This design comes from an exercise in tuning for small area, a short achievable clock period and few clock cycles per item on the open sky130 flow, not from production work.
In this exercise RTL edits were held to simulation tests only and were not proved equivalent to the original. The clock port is modelled as an ideal driver; clocking choices that lean on that would not hold on a real chip.

10-07:
==> flow/design.v (excerpt) <==
module bd_quant (
    input  wire       clk,
    input  wire       rst,           
    input  wire       cmd_valid,
    output wire       cmd_ready,
    input  wire [3:0] cmd_alg,       
    input  wire [7:0] cmd_thresh,    
    input  wire [7:0] cmd_msize,     
    input  wire       cmd_inv,
    input  wire [7:0] cmd_width,     
    input  wire [7:0] cmd_height,    
    input  wire       pix_valid,
    output wire       pix_ready,
    input  wire [7:0] pix_r,
    input  wire [7:0] pix_g,
    input  wire [7:0] pix_b,
    output wire       out_valid,
    input  wire       out_ready,
    output wire       out_bit
);
    localparam RING = 240;
    reg        busy;
    reg        is_ed, is_bay;
    reg        k_fs, k_atk, k_jjn, k_stu, k_bur, k_sie, k_sl;
    reg [7:0]  thresh;
    reg [1:0]  nlog;
    reg        inv;
    reg [7:0]  wd, ht;           
    reg        crdy;             
    assign cmd_ready = crdy;
    wire accept = cmd_valid && !busy;
    wire k_b32 = k_bur || k_sie;
    reg        pr;               
    reg        s0v;
    reg [7:0]  s0r, s0g, s0b;
    reg [7:0]  xp, yp;           
    reg        all_in;
    reg        first;            
    reg [7:0]  hc;               
    assign pix_ready = pr;
    wire pix_fire = pix_valid && pr;
    reg [1:0]  fc;
    reg        ov;
    reg [2:0]  fb;
    assign out_valid = ov;
    assign out_bit   = fb[0];
    wire fne = (fc != 2'd0);     
    wire pop = fne && out_ready;
    reg        ve;
    wire       credit = ({1'b0, fc} + {2'b0, ve}) <= 3'd2;
    wire       slot   = !is_ed || first || (hc == xp);
    wire       take   = s0v && credit && slot;
    wire [7:0] xp1 = xp + 8'd1;
    wire [7:0] yp1 = yp + 8'd1;
    wire       x_last = (xp1 == wd);
    wire       y_last = (yp1 == ht);
    wire [7:0] xp_n = !take ? xp : (x_last ? 8'd0 : xp1);
    wire [7:0] yp_n = !take ? yp : (x_last ? yp1 : yp);
    wire [7:0] hc_n = (take && first) ? 8'd1 : (hc == RING - 1) ? 8'd0 : hc + 8'd1;
    wire       first_n = first && !take;
    wire       s0keep = s0v && !take;
    wire       s0v_n = pix_fire || s0keep;
    wire [2:0] fc_k  = {1'b0, fc} + {2'b0, ve};         
    wire [2:0] fc_n  = fc_k - {2'b0, pop};
    wire       slot_n = !is_ed || first_n || (hc_n == xp_n);
    wire       lastpos_n = (xp_n + 8'd1 == wd) && (yp_n + 8'd1 == ht);
    wire       all_in_n = all_in || (pix_fire && lastpos_n);
  ...
Size in the first run: about 13000 cells after synthesis, roughly 70 I/O pins, ~210000 um^2 of cells after synthesis.
==> flow/config.mk <==
export PLATFORM = sky130hd
export DESIGN_NAME = bd_quant
export DESIGN_NICKNAME = bd_quant
export VERILOG_FILES = /design/flow/design.v
export SDC_FILE = /design/flow/constraint.sdc
export NUM_CORES = 8
export LEC_CHECK = 0
export ABC_AREA = 1
export CAP_MARGIN = 20
export CORE_MARGIN = 2
export CORE_UTILIZATION = 60
export CTS_BUF_LIST = sky130_fd_sc_hd__clkbuf_16
export CTS_CLUSTER_DIAMETER = 60
export CTS_CLUSTER_SIZE = 24
export SLEW_MARGIN = 20
export SYNTH_MEMORY_MAX_BITS = 16384
==> flow/constraint.sdc <==
create_clock -name core_clock -period 70.0 [get_ports {clk}]
set_input_delay 14.0000 -clock core_clock [delete_from_list [all_inputs] [get_ports {clk}]]
set_output_delay 14.0000 -clock core_clock [all_outputs]
set_load 0.01 [all_outputs]
standard.sh (not shown) runs the stock make flow with config.mk's settings and CLKGATE_MAP_FILE= SYNTH_SCRIPT=/design/flow/synth_recipe.tcl, a recipe that flattens the netlist after the stock synthesis.
==> flow/flow/run.sh <==
#!/bin/bash
# Layout flow: the standard ORFS flow (standard.sh), with the standard
# synthesis unchanged and these extra ORFS settings for the layout:
#  - the port buffers are plain buffers (buf_4) instead of the default delay cell;
#  - timing repair aims at the period the design can reach (about 15.5 ns)
#    rather than at the 70 ns clock, so the loop and port paths get sized;
#  - clock tree: clusters of at most 36 sinks, no dummy loads, wide clock wires
# Each step's full output goes to a log file of its own in this folder.
set -uo pipefail
bash standard.sh synth > synth.log 2>&1 || { tail -20 synth.log; exit 1; }
bash standard.sh \
    "BUFFER_PORTS_ARGS=-buffer_cell sky130_fd_sc_hd__buf_4" \
    SETUP_SLACK_MARGIN=54.5 \
    "CTS_ARGS=-sink_clustering_enable -repair_clock_nets -sink_clustering_size 36 -sink_clustering_max_diameter 80 -buf_list sky130_fd_sc_hd__clkbuf_16 -dont_use_dummy_load -apply_ndr full" \
    finish > layout.log 2>&1 || { tail -20 layout.log; exit 1; }
Testbench counts of 10-07, summed over its fixed seeds: cycles 61,544, items 61,440.
Input-level comparison between 07-05 and 10-07:
--- a/flow/design.v
+++ b/flow/design.v
@@ -217,44 +217,44 @@
     wire [19:0] upv = is_bay ? {2'b0, m6, 12'd0} : gu ? {ra1[0][18], ra1[0]} : 20'd0;
     wire [19:0] rb1m = is_bay ? {10'd0, m6, 4'd0} : rb1;
     wire [19:0] rb2m = is_bay ? ~{7'd0, m6, 7'd0} : rb2;
     wire [4:0]  fbm = is_bay ? m6x3[7:3] + 5'd1 : {2'b0, fbx};
     wire [9:0]  lv, ls;
     bq_rca #(10) u_lv (.a({2'b0, s0r}), .b({1'b0, s0g, 1'b0}), .ci(1'b0), .s(lv));
     bq_rca #(10) u_ls (.a({2'b0, s0r}), .b({2'b0, s0g}), .ci(1'b0), .s(ls));
     wire [19:0] vv = {10'd0, lv}, ss = {10'd0, ls}, bb = {12'd0, s0b};
     wire [19:0] l1s, l1c, l2s, l2c, l3s, l3c, l4s, l4c, l5s, l5c;
     bq_csa #(20) u_l1 (.a(vv << 8), .b(vv << 5), .c(ss << 3), .s(l1s), .co(l1c));
     bq_csa #(20) u_l2 (.a(ss << 1), .b(ss),      .c(20'd0),   .s(l2s), .co(l2c));
     bq_csa #(20) u_l3 (.a(20'd0),   .b(20'd0),   .c(20'd0),   .s(l3s), .co(l3c));
-    bq_csa #(20) u_l4 (.a(20'd0),   .b(bb << 6), .c(bb << 5), .s(l4s), .co(l4c));
-    bq_csa #(20) u_l5 (.a(bb << 4), .b(bb << 1), .c(upv),     .s(l5s), .co(l5c));
+    bq_csa #(20) u_l4 (.a(20'd0),   .b(bb << 7), .c(~(bb << 4)), .s(l4s), .co(l4c));
+    bq_csa #(20) u_l5 (.a(20'd0),   .b(bb << 1), .c(upv),     .s(l5s), .co(l5c));
     wire [19:0] m1s, m1c, m2s, m2c, m3s, m3c, m4s, m4c;
     bq_csa #(20) u_m1 (.a(l1s), .b(l1c << 1), .c(l2s), .s(m1s), .co(m1c));
     bq_csa #(20) u_m2 (.a(l2c << 1), .b(l3s), .c(l3c << 1), .s(m2s), .co(m2c));
     bq_csa #(20) u_m3 (.a(l4s), .b(l4c << 1), .c(l5s), .s(m3s), .co(m3c));
     bq_csa #(20) u_m4 (.a(l5c << 1), .b(rb1m), .c(rb2m), .s(m4s), .co(m4c));
     wire [19:0] n1s, n1c, n2s, n2c, n3s, n3c;
     bq_csa #(20) u_n1 (.a(m1s), .b(m1c << 1), .c(m2s), .s(n1s), .co(n1c));
     bq_csa #(20) u_n2 (.a(m2c << 1), .b(m3s), .c(m3c << 1), .s(n2s), .co(n2c));
     bq_csa #(20) u_n3 (.a(m4s), .b(m4c << 1), .c({15'd0, fbm}), .s(n3s), .co(n3c));
     wire [19:0] o1s, o1c, o2s, o2c;
     bq_csa #(20) u_o1 (.a(n1s), .b(n1c << 1), .c(n2s), .s(o1s), .co(o1c));
     bq_csa #(20) u_o2 (.a(n2c << 1), .b(n3s), .c(n3c << 1), .s(o2s), .co(o2c));
     wire [19:0] p1s, p1c;
     bq_csa #(20) u_p1 (.a(o1s), .b(o1c << 1), .c(o2s), .s(p1s), .co(p1c));
     wire [19:0] p2s, p2c;
     bq_csa #(20) u_p2 (.a(p1s), .b(p1c << 1), .c(o2c << 1), .s(p2s), .co(p2c));
     wire [19:0] cval;
-    bq_rca #(20) u_cv (.a(p2s), .b(p2c << 1), .ci(1'b0), .s(cval));
+    bq_rca #(20) u_cv (.a(p2s), .b(p2c << 1), .ci(1'b1), .s(cval));
     function [1:0] b2;
         input r, c;
         begin
             case ({r, c})
                 2'b00: b2 = 2'd0;
                 2'b01: b2 = 2'd2;
                 2'b10: b2 = 2'd3;
                 default: b2 = 2'd1;
             endcase
         end
     endfunction
     reg [5:0] m6r;
@@ -435,27 +435,27 @@
             crdy <= 1'b1;
             busy <= 1'b0;
             pr   <= 1'b0;
             s0v  <= 1'b0;
             ve   <= 1'b0;
             tav  <= 1'b0;
             t1v  <= 1'b0;
             fc   <= 2'd0;
             ov   <= 1'b0;
         end else begin
             if (accept)
                 busy <= 1'b1;
-            else if (ve && lste)
+            else if (take && x_last && y_last)
                 busy <= 1'b0;
-            crdy <= (crdy && !cmd_valid) || (!crdy && ve && lste);
+            crdy <= (crdy && !cmd_valid) || (!crdy && take && x_last && y_last);
             pr  <= pr_n;
             s0v <= s0v_n;
             ve  <= take;
             tav <= ve && xle;
             t1v <= tav;
             fc  <= fc_n[1:0];
             ov  <= (fc_n != 3'd0);
         end
         if (pop) begin
             fb[0] <= fb[1];
             fb[1] <= fb[2];
         end
[summary]
For met3 capacity usage during global routing, 10-07 and 07-05 come out practically identical. 10-07 and 07-05 ended up with roughly the same final area. 07-05 vs. 10-07: latest clock arrival within the worst-skew pair level; fraction of the mapped netlist area in adder cells moved up; maximum clock frequency level; final net count moved up. Summary of 07-05 over 10-07: antenna diode count moved up; number of detailed-routing iterations run before antenna repair grew by 2. Summary of 07-05 over 10-07: sequential cell count saw little to no change; final instance count without filler cells essentially unchanged. Comparing 10-07 and 07-05, the higher wire length of the first global-routing pass is on 07-05.
Testbench counts of 07-05, summed over its fixed seeds: cycles 61,520, items 61,440.

## re-timing with driven ports
No port has a modelled driver above. Below, the same layouts with a new extraction and two added sets of constraints. Step 1 (the two cells are an assumption about what drives the block):
set clk [get_ports {clk}]
set_driving_cell -lib_cell sky130_fd_sc_hd__clkbuf_16 $clk
set_driving_cell -lib_cell sky130_fd_sc_hd__buf_2 [delete_from_list [all_inputs] $clk]
Step 2 moves the port delays by t, midway between the first and last clock arrival at a register: inputs arrive t later, outputs are due t later. That takes back most of the time a late clock gives input paths. a / b / c = ideal / step 1 / step 2; a / b = the first two.
run	shift t [ns]	slack for setup (ns)	worst setup path at the end	worst slew at a driven data input, ns	cell pins on the clock port's net
10-07	1.001	54.655 / 54.550 / 54.538	input to register	0.04	1
07-05	0.995	54.634 / 54.525 / 54.577	input to register	0.10	1
After both steps every run listed still meets setup and hold. For 10-07, which loses most, drivers alone change the setup slack by -0.105 ns; drivers and shift together by -0.117 ns.
